This design comes from an exercise in tuning for small area, a short achievable clock period and few clock cycles on the open sky130 flow, not from production work.
The RTL was checked by simulation tests, not by an equivalence proof against the original design.
Power figures rest on the tool's default switching activity, not on a simulated workload.

## run.sh

```bash
#!/bin/bash
# synth_recipe.tcl (not shown) runs the flow's synth.tcl, then flattens the netlist and writes it again
# the make line also repeats each setting of config.mk as NAME=value (left out here)
make -C /OpenROAD-flow-scripts/flow DESIGN_CONFIG=/design/flow/config.mk WORK_HOME=/design/flow/orfs CLKGATE_MAP_FILE= SYNTH_SCRIPT=/design/flow/synth_recipe.tcl finish
```

## config.mk

```make
export PLATFORM = sky130hd
export DESIGN_NAME = aurora_core
export DESIGN_NICKNAME = aurora_core
export VERILOG_FILES = /design/flow/design.v
export SDC_FILE = /design/flow/constraint.sdc
export NUM_CORES = 4
export LEC_CHECK = 0
export CAP_MARGIN = 20
export CORE_MARGIN = 2
export CORE_UTILIZATION = 40
export PLACE_DENSITY = 0.6
export SLEW_MARGIN = 20
```

## constraint.sdc

```tcl
create_clock -name core_clock -period 9.0 [get_ports {clk}]
set_input_delay 1.8000 -clock core_clock [delete_from_list [all_inputs] [get_ports {clk}]]
set_output_delay 1.8000 -clock core_clock [all_outputs]
set_load 0.01 [all_outputs]
```

## design.v

```verilog
module aurora_core (
    input  wire        clk,
    input  wire        rst,           
    output reg         mem_valid,
    output reg         mem_we,
    output reg         mem_wsize,     
    output reg  [26:0] mem_addr,
    output reg  [31:0] mem_wdata,
    input  wire        mem_ready,
    input  wire [15:0] mem_rdata,
    output wire        halted,
    output wire [1:0]  fault_kind,
    output wire [31:0] fault_info,
    output wire [31:0] fault_pc,
    output wire [31:0] pc_out,
    output wire [31:0] psw_out,
    output wire [31:0] cycles_out,
    input  wire [4:0]  dbg_idx,
    output wire [31:0] dbg_rdata
);
    localparam [5:0] OP_SUB   = 6'b000010;
    localparam [5:0] OP_JMP   = 6'b000110;
    localparam [5:0] OP_MOV   = 6'b010000;
    localparam [5:0] OP_MOVEA = 6'b101000;
    localparam [5:0] OP_MOVHI = 6'b101111;
    localparam [5:0] OP_STB   = 6'b110100;
    localparam [5:0] OP_OUTW  = 6'b111111;
    localparam [1:0] F_DECODE   = 2'd0;
    localparam [1:0] F_UNMAP_RD = 2'd1;
    localparam [1:0] F_UNMAP_WR = 2'd2;
    localparam [1:0] F_RO_WR    = 2'd3;
    localparam [1:0] P_F = 2'd0;
    localparam [1:0] P_X = 2'd1;
    localparam [1:0] P_W = 2'd2;
    localparam [1:0] P_H = 2'd3;
    localparam [31:0] RESET_VECTOR = 32'hFFFFFFF0;
    function is_rom;
        input [26:0] a;
        is_rom = (a[26:24] == 3'b111);               
    endfunction
    function is_rw;
        input [26:0] a;
        is_rw = (a[26:16] == 11'h500);               
    endfunction
    reg [31:0] regs [1:31];
    reg [31:0] pc;             
    reg        flag_z, flag_s, flag_ov, flag_cy;
    reg [31:0] cycles;
    reg [1:0]  ph;
    reg [15:0] ir;             
    reg [31:0] ea;             
    reg [1:0]  fkind;
    reg [1:0]  foff;           
    wire [5:0] opcode = ir[15:10];
    wire [4:0] reg1   = ir[4:0];
    wire [4:0] reg2   = ir[9:5];
    wire op_sub   = (opcode == OP_SUB);
    wire op_jmp   = (opcode == OP_JMP);
    wire op_mov   = (opcode == OP_MOV);
    wire op_movea = (opcode == OP_MOVEA);
    wire op_movhi = (opcode == OP_MOVHI);
    wire op_stb   = (opcode == OP_STB);
    wire op_outw  = (opcode == OP_OUTW);
    wire op_short = op_sub | op_mov;
    wire op_long  = op_movea | op_movhi | op_stb | op_outw;
    wire op_store = op_stb | op_outw;
    wire op_valid = op_short | op_long | op_jmp;
    wire in_f = (ph == P_F);
    wire in_x = (ph == P_X);
    wire in_w = (ph == P_W);
    wire in_h = (ph == P_H);
    wire [31:0] rs1 = (reg1 == 5'd0) ? 32'd0 : regs[reg1];
    wire [31:0] rs2 = (reg2 == 5'd0) ? 32'd0 : regs[reg2];
    assign dbg_rdata = rs1;
    wire [31:0] imm5_sx  = {{27{ir[4]}}, ir[4:0]};
    wire [31:0] imm16_sx = {{16{mem_rdata[15]}}, mem_rdata};
    wire [32:0] sub_full = {1'b0, rs2} - {1'b0, rs1};
    wire [31:0] sub_res  = sub_full[31:0];
    wire        sub_z    = (rs2 == rs1);
    wire        sub_s    = sub_res[31];
    wire        sub_ov   = (rs2[31] ^ rs1[31]) & (rs2[31] ^ sub_res[31]);
    wire        sub_cy   = sub_full[32];
    wire [31:0] add_res   = rs1 + imm16_sx;      
    wire [31:0] movhi_res = {rs1[31:16] + mem_rdata, rs1[15:0]};
    wire [26:0] st_addr = op_outw ? {ea[26:2], 2'b00} : ea[26:0];
    wire        st_rw   = is_rw(st_addr);
    wire [26:0] fetch_addr = {pc[26:1], 1'b0};
    wire        fetch_ok   = is_rom(fetch_addr) | is_rw(fetch_addr);
    wire [1:0]  dec_off = in_h ? foff : 2'd1;
    wire [31:0] pc_dec  = pc - {29'd0, dec_off, 1'b0};
    always @(*) begin
        mem_valid = 1'b0;
        mem_we    = 1'b0;
        mem_wsize = 1'b0;
        mem_addr  = fetch_addr;
        mem_wdata = rs2;
        case (ph)
            P_F: mem_valid = fetch_ok;
            P_X: mem_valid = fetch_ok & (op_short | op_long);
            P_W: begin
                mem_valid = st_rw;
                mem_we    = 1'b1;
                mem_wsize = op_outw;
                mem_addr  = st_addr;
            end
            default: ;
        endcase
    end
    wire        x_fetch = in_x & fetch_ok & mem_ready;
    wire        wr_en   = in_x & (op_short | ((op_movea | op_movhi) & fetch_ok & mem_ready));
    wire [31:0] wr_data = op_mov   ? imm5_sx :
                          op_sub   ? sub_res :
                          op_movea ? add_res : movhi_res;
    wire [31:0] wr_d    = rst ? 32'd0 : wr_data;
    genvar gi;
    generate
        for (gi = 1; gi < 32; gi = gi + 1) begin : g_reg
            always @(posedge clk)
                if (rst | (wr_en & (reg2 == gi)))
                    regs[gi] <= wr_d;
        end
    endgenerate
    always @(posedge clk) begin
        if (rst) begin
            ph      <= P_F;
            pc      <= RESET_VECTOR;
            flag_z  <= 1'b0;
            flag_s  <= 1'b0;
            flag_ov <= 1'b0;
            flag_cy <= 1'b0;
            cycles  <= 32'd0;
        end else begin
            case (ph)
                P_F: begin
                    if (!fetch_ok) begin
                        fkind <= F_UNMAP_RD;
                        foff  <= 2'd0;
                        ph    <= P_H;
                    end else if (mem_ready) begin
                        ir <= mem_rdata;
                        pc <= pc + 32'd2;
                        ph <= P_X;
                    end
                end
                P_X: begin
                    if (!op_valid) begin
                        fkind <= F_DECODE;
                        foff  <= 2'd0;
                        ea    <= {16'h0000, ir};
                        pc    <= pc_dec;
                        ph    <= P_H;
                    end else if (op_jmp) begin
                        pc     <= rs1;
                        cycles <= cycles + 32'd3;
                        ph     <= P_F;
                    end else if (op_short) begin
                        cycles <= cycles + 32'd1;
                        if (op_sub) begin
                            flag_z  <= sub_z;
                            flag_s  <= sub_s;
                            flag_ov <= sub_ov;
                            flag_cy <= sub_cy;
                        end
                        if (!fetch_ok) begin
                            fkind <= F_UNMAP_RD;
                            foff  <= 2'd0;
                            ph    <= P_H;
                        end else if (mem_ready) begin
                            ir <= mem_rdata;
                            pc <= pc + 32'd2;
                        end else begin
                            ph <= P_F;
                        end
                    end else begin
                        if (!fetch_ok) begin
                            fkind <= F_UNMAP_RD;
                            foff  <= 2'd1;
                            ph    <= P_H;
                        end else if (mem_ready) begin
                            pc <= pc + 32'd2;
                            if (op_store) begin
                                ea <= add_res;
                                ph <= P_W;
                            end else begin
                                cycles <= cycles + 32'd1;
                                ph     <= P_F;
                            end
                        end
                    end
                end
                P_W: begin
                    if (!st_rw) begin
                        fkind <= is_rom(st_addr) ? F_RO_WR : F_UNMAP_WR;
                        foff  <= 2'd2;
                        ph    <= P_H;
                    end else if (mem_ready) begin
                        cycles <= cycles + 32'd1;
                        ph     <= P_F;
                    end
                end
                default: begin
                    ir[4:0] <= dbg_idx;
                end
            endcase
        end
    end
    assign halted     = in_h;
    assign fault_kind = fkind;
    assign fault_info = (fkind == F_UNMAP_RD) ? pc : ea;
    assign fault_pc   = pc_dec;
    assign pc_out     = pc;
    assign cycles_out = cycles;
    assign psw_out = {16'h0000, 1'b1, 11'b0, flag_cy, flag_ov, flag_s, flag_z};
endmodule
```

==> qor.yml <==
cellPowerDensity_nw_per_um2: 453.7
cp-endpoint: "regs[8][30]"
clockBufferDepth: 3
relSlewSlack: 0.1699
dp_cells: 6342
ys_seq_elements: 1114
synth_common_cells: "edfxtp_1 (1044), a22oi_1 (595), nand2_1 (295)"
syn_area_um2: 53980
skew_ns: 0.06571
clk_pin_slew_ns: 0.07
grt_max_degree: 57
via_per_inst: 7.505
hp-class: "register to register"
synth.area.top_cells: "edfxtp_1 (58%), a22oi_1 (8.3%), dfxtp_1 (2.6%)"
ys_seq_area_frac: 0.6067
fmax_ghz: 0.1220
yosys.area.top_type: "edfxtp_1"
synthArstFlopShare: 0
rr_worst_depth: 20
hold_ws_ns: 0.5066
met2_length_um: 116300
start_util: 0.4040
wl_per_cell_um: 43.08
drv_cap: 0
grt_pass1_vias: 45630
grt_pass1_wl_um: 378500
synth_top_area_frac: 0.5807
ys.flop_type: "edfxtp_1"
core_area_um2: 133600
clock_sinks: 1114
cp.required_ns: 9.42
post_cts_resized: 0
r2r-end: "regs[8][30]"
firstDrtPassIters: 15
drc: 0
critPathBufInv: 3
fin_crit_ns: 8.197
num-nets-final: 4804
cp_max_fo: 31
slowest_stage: "edfxtp_1"
die_area_um2: 137900
cts_inserted_buffers: 113
finalSetupTns_ns: 0
dp_hpwl_um: 180500
min_period_over_period: 0.9108
synth_edf_count: 1044
rsz0062_at_grt: "no"
synth.most_common_cell: "edfxtp_1"
num_rows: 134
critPathKind: "register to register"
leakagePower_uw: 0.02223
drive_above_1_share: 0.1252
max_stage_delay_ns: 1.00
crit_path_end_kind: "register"
die_x_um: 371.4
critical_path_arrival_ns: 8.62
drt-met1-wl_um: 91730
drt_wl_total_um: 282400
worst_slack_ns: 0.8028
dpl_worst_slack_ns: 1.297
final_cells: 6556
ant_nets: 0
synth_warnings: 34
syn2layout_area_growth_pct: 17.68
crit_top_cell: "buf_4"
tritoncts: "yes"
hold_viol_final: 0
startpoint_type: "register"
routabilityCongestion: 1.045
grt_usage: 0.3975
first_iter_violations: 12120
vias: 49200
io_pins: 281
synth_cell_type_count: 79
h-tree-depth: 3
wl_met3_um: 46650
crit_cells: 20
synthCells: 4449
overflow: 0
fin_util: 0.4754
tightest_slew_ns: 1.245
root_buffer: "clkbuf_16"
setup_viol: 0
clock_latency_ns: 0.80
finalMaxSlewViolations: 0
numPortBuffers: 252
worstSetupStartpoint: "ir[1]"
dieHeight_um: 371.4
topRoutingLayerUsed: "met5"
reg2reg_setup_slack_ns: 0.80
critical_path.top_delay_family: "compound AO/OA/AOI/OAI gates"
timing.rr.start: "ir[1]"
cp_cell_sequence: "nand3b_1 -> nor2_4 -> buf_4 -> a22oi_1 -> nand4_1 -> nor2_1 -> a21oi_1 -> buf_4 -> ha_1 -> inv_1 -> fa_1 -> a21o_1 -> a31oi_1 -> o211ai_1 -> o2111ai_1 -> a32oi_1 -> a2111oi_0 -> o31ai_1 -> mux2i_1 -> o211a_1"
syn_avg_cell_area_um2: 12.13
antenna_found_initial: 13
vdd_drop_max_mv: 0.2827
post_cts_buffers: 0
hold_buffers: 0
status: "no timing/DRC/antenna violations"
[per-layer routing]
layer  global-route usage  vias to the layer above
met1               0.4644                    23540
met2               0.5846                     5542
met5             0.002098                        -
li1                     -                    18410
met3               0.1691                     1705
met4               0.2878                       16
[layout make-up]
class	count	area (um^2)
Antenna cell	5	12.51
Clock buffer	126	2877
Clock inverter	83	1075
Fill cell	11910	70100
Inverter	74	277.8
Multi-Input combinational cell	2935	20310
Sequential cell	1114	32750
Tap cell	1768	2212
Timing Repair Buffer	451	4018
[worst min path at each step]
| stage | startpoint | endpoint | slack [ns] | cells past startpoint |
|---|---|---|---|---|
| global route | flag_s | flag_s | 0.51 | 2 |
| finish | flag_ov | flag_ov | 0.51 | 2 |
| detailed placement | flag_ov | flag_ov | 0.48 | 2 |
| global placement | cycles[6] | cycles[6] | 0.48 | 2 |
| floorplan | flag_cy | flag_cy | 0.45 | 2 |
| CTS | flag_ov | flag_ov | 0.50 | 2 |
[cell families (layout without fill, tap and decap cells)]
kind of cell | after synthesis | in the layout | synth area share
compound gates | 1523 | 1523 | 0.2063
flops | 1114 | 1114 | 0.6067
simple gates | 1098 | 1098 | 0.09857
buf+inv | 426 | 734 | 0.03236
xor+xnor | 132 | 132 | 0.02142
fa+ha+maj | 92 | 92 | 0.02183
mux | 62 | 62 | 0.01272
other cells | 2 | 33 | 0.0001391
[stage by stage]
step / instance area [um^2] / total power (uW)
global route: 63520 / 29610
global placement: 59530 / 23100
finish: 63530 / 28820
floorplan: 54080 / 16710
CTS: 63500 / 28080
detailed placement: 59550 / 23040
[cells in the final DEF (no fill, tap or decap), drive strengths merged, types with 87 or more instances in the layout]
| cell type | n |
|---|---|
| buf | 200 |
| nor3 | 120 |
| nand2 | 295 |
| clkdlybuf4s50 | 251 |
| edfxtp | 1044 |
| nor2 | 248 |
| ha | 87 |
| a22o | 118 |
| a22oi | 595 |
| a221oi | 135 |
| nand4 | 119 |
| clkbuf | 126 |
| nand3 | 128 |
| a21oi | 262 |
| o21ai | 103 |
[tightest hold or removal path, stage by stage (launching register included)]
cell and delay, ns:
dfxtp_1 0.31, nand3b_1 0.08, o41ai_1 0.07
[sequential cells by signal (all words and copies together), names as in the netlist]
| signal | flops |
|---|---|
| flag_s | 1 |
| pc | 32 |
| regs | 992 |
| fkind | 2 |
| flag_z | 1 |
| ir | 16 |
| flag_ov | 1 |
| foff | 2 |
| ph | 2 |
| cycles | 32 |
| flag_cy | 1 |
| ea | 32 |
[power by group]
part | switching, uW | internal (uW)
Combinational | 8570 | 4210
Clock | 2220 | 2850
Sequential | 1780 | 9180
Total | 12600 | 16200
Testbench counts, summed over its fixed seeds: cycles 56,338.

==> afterwards: timing with drivers on the ports <==
How much do the figures lean on ideal ports? The routed layout below was timed once more, with nothing changed but the port constraints.
Step 1 sets driving cells, clkbuf_16 on the clock port and buf_2 on the other inputs (assumed; they add their load-dependent delay and slew).
Step 2 adds t to the input delays and takes it off the output delays; t is the mean of the earliest and latest rising clock arrival at the registers after step 1. Input paths then give back, and output paths get back, about the clock's delay inside the block.
a / b / c = ideal ports / drivers / drivers and shift; a / b = the first two.
t, ns: 0.843
setup WS [ns]: 0.803 / 0.803 / 0.803
worst data-port slew with drivers (ns): 0.09
After both steps this run still meets setup and hold. For this run, drivers alone change the setup slack by 0.000 ns; drivers and shift together by 0.000 ns.
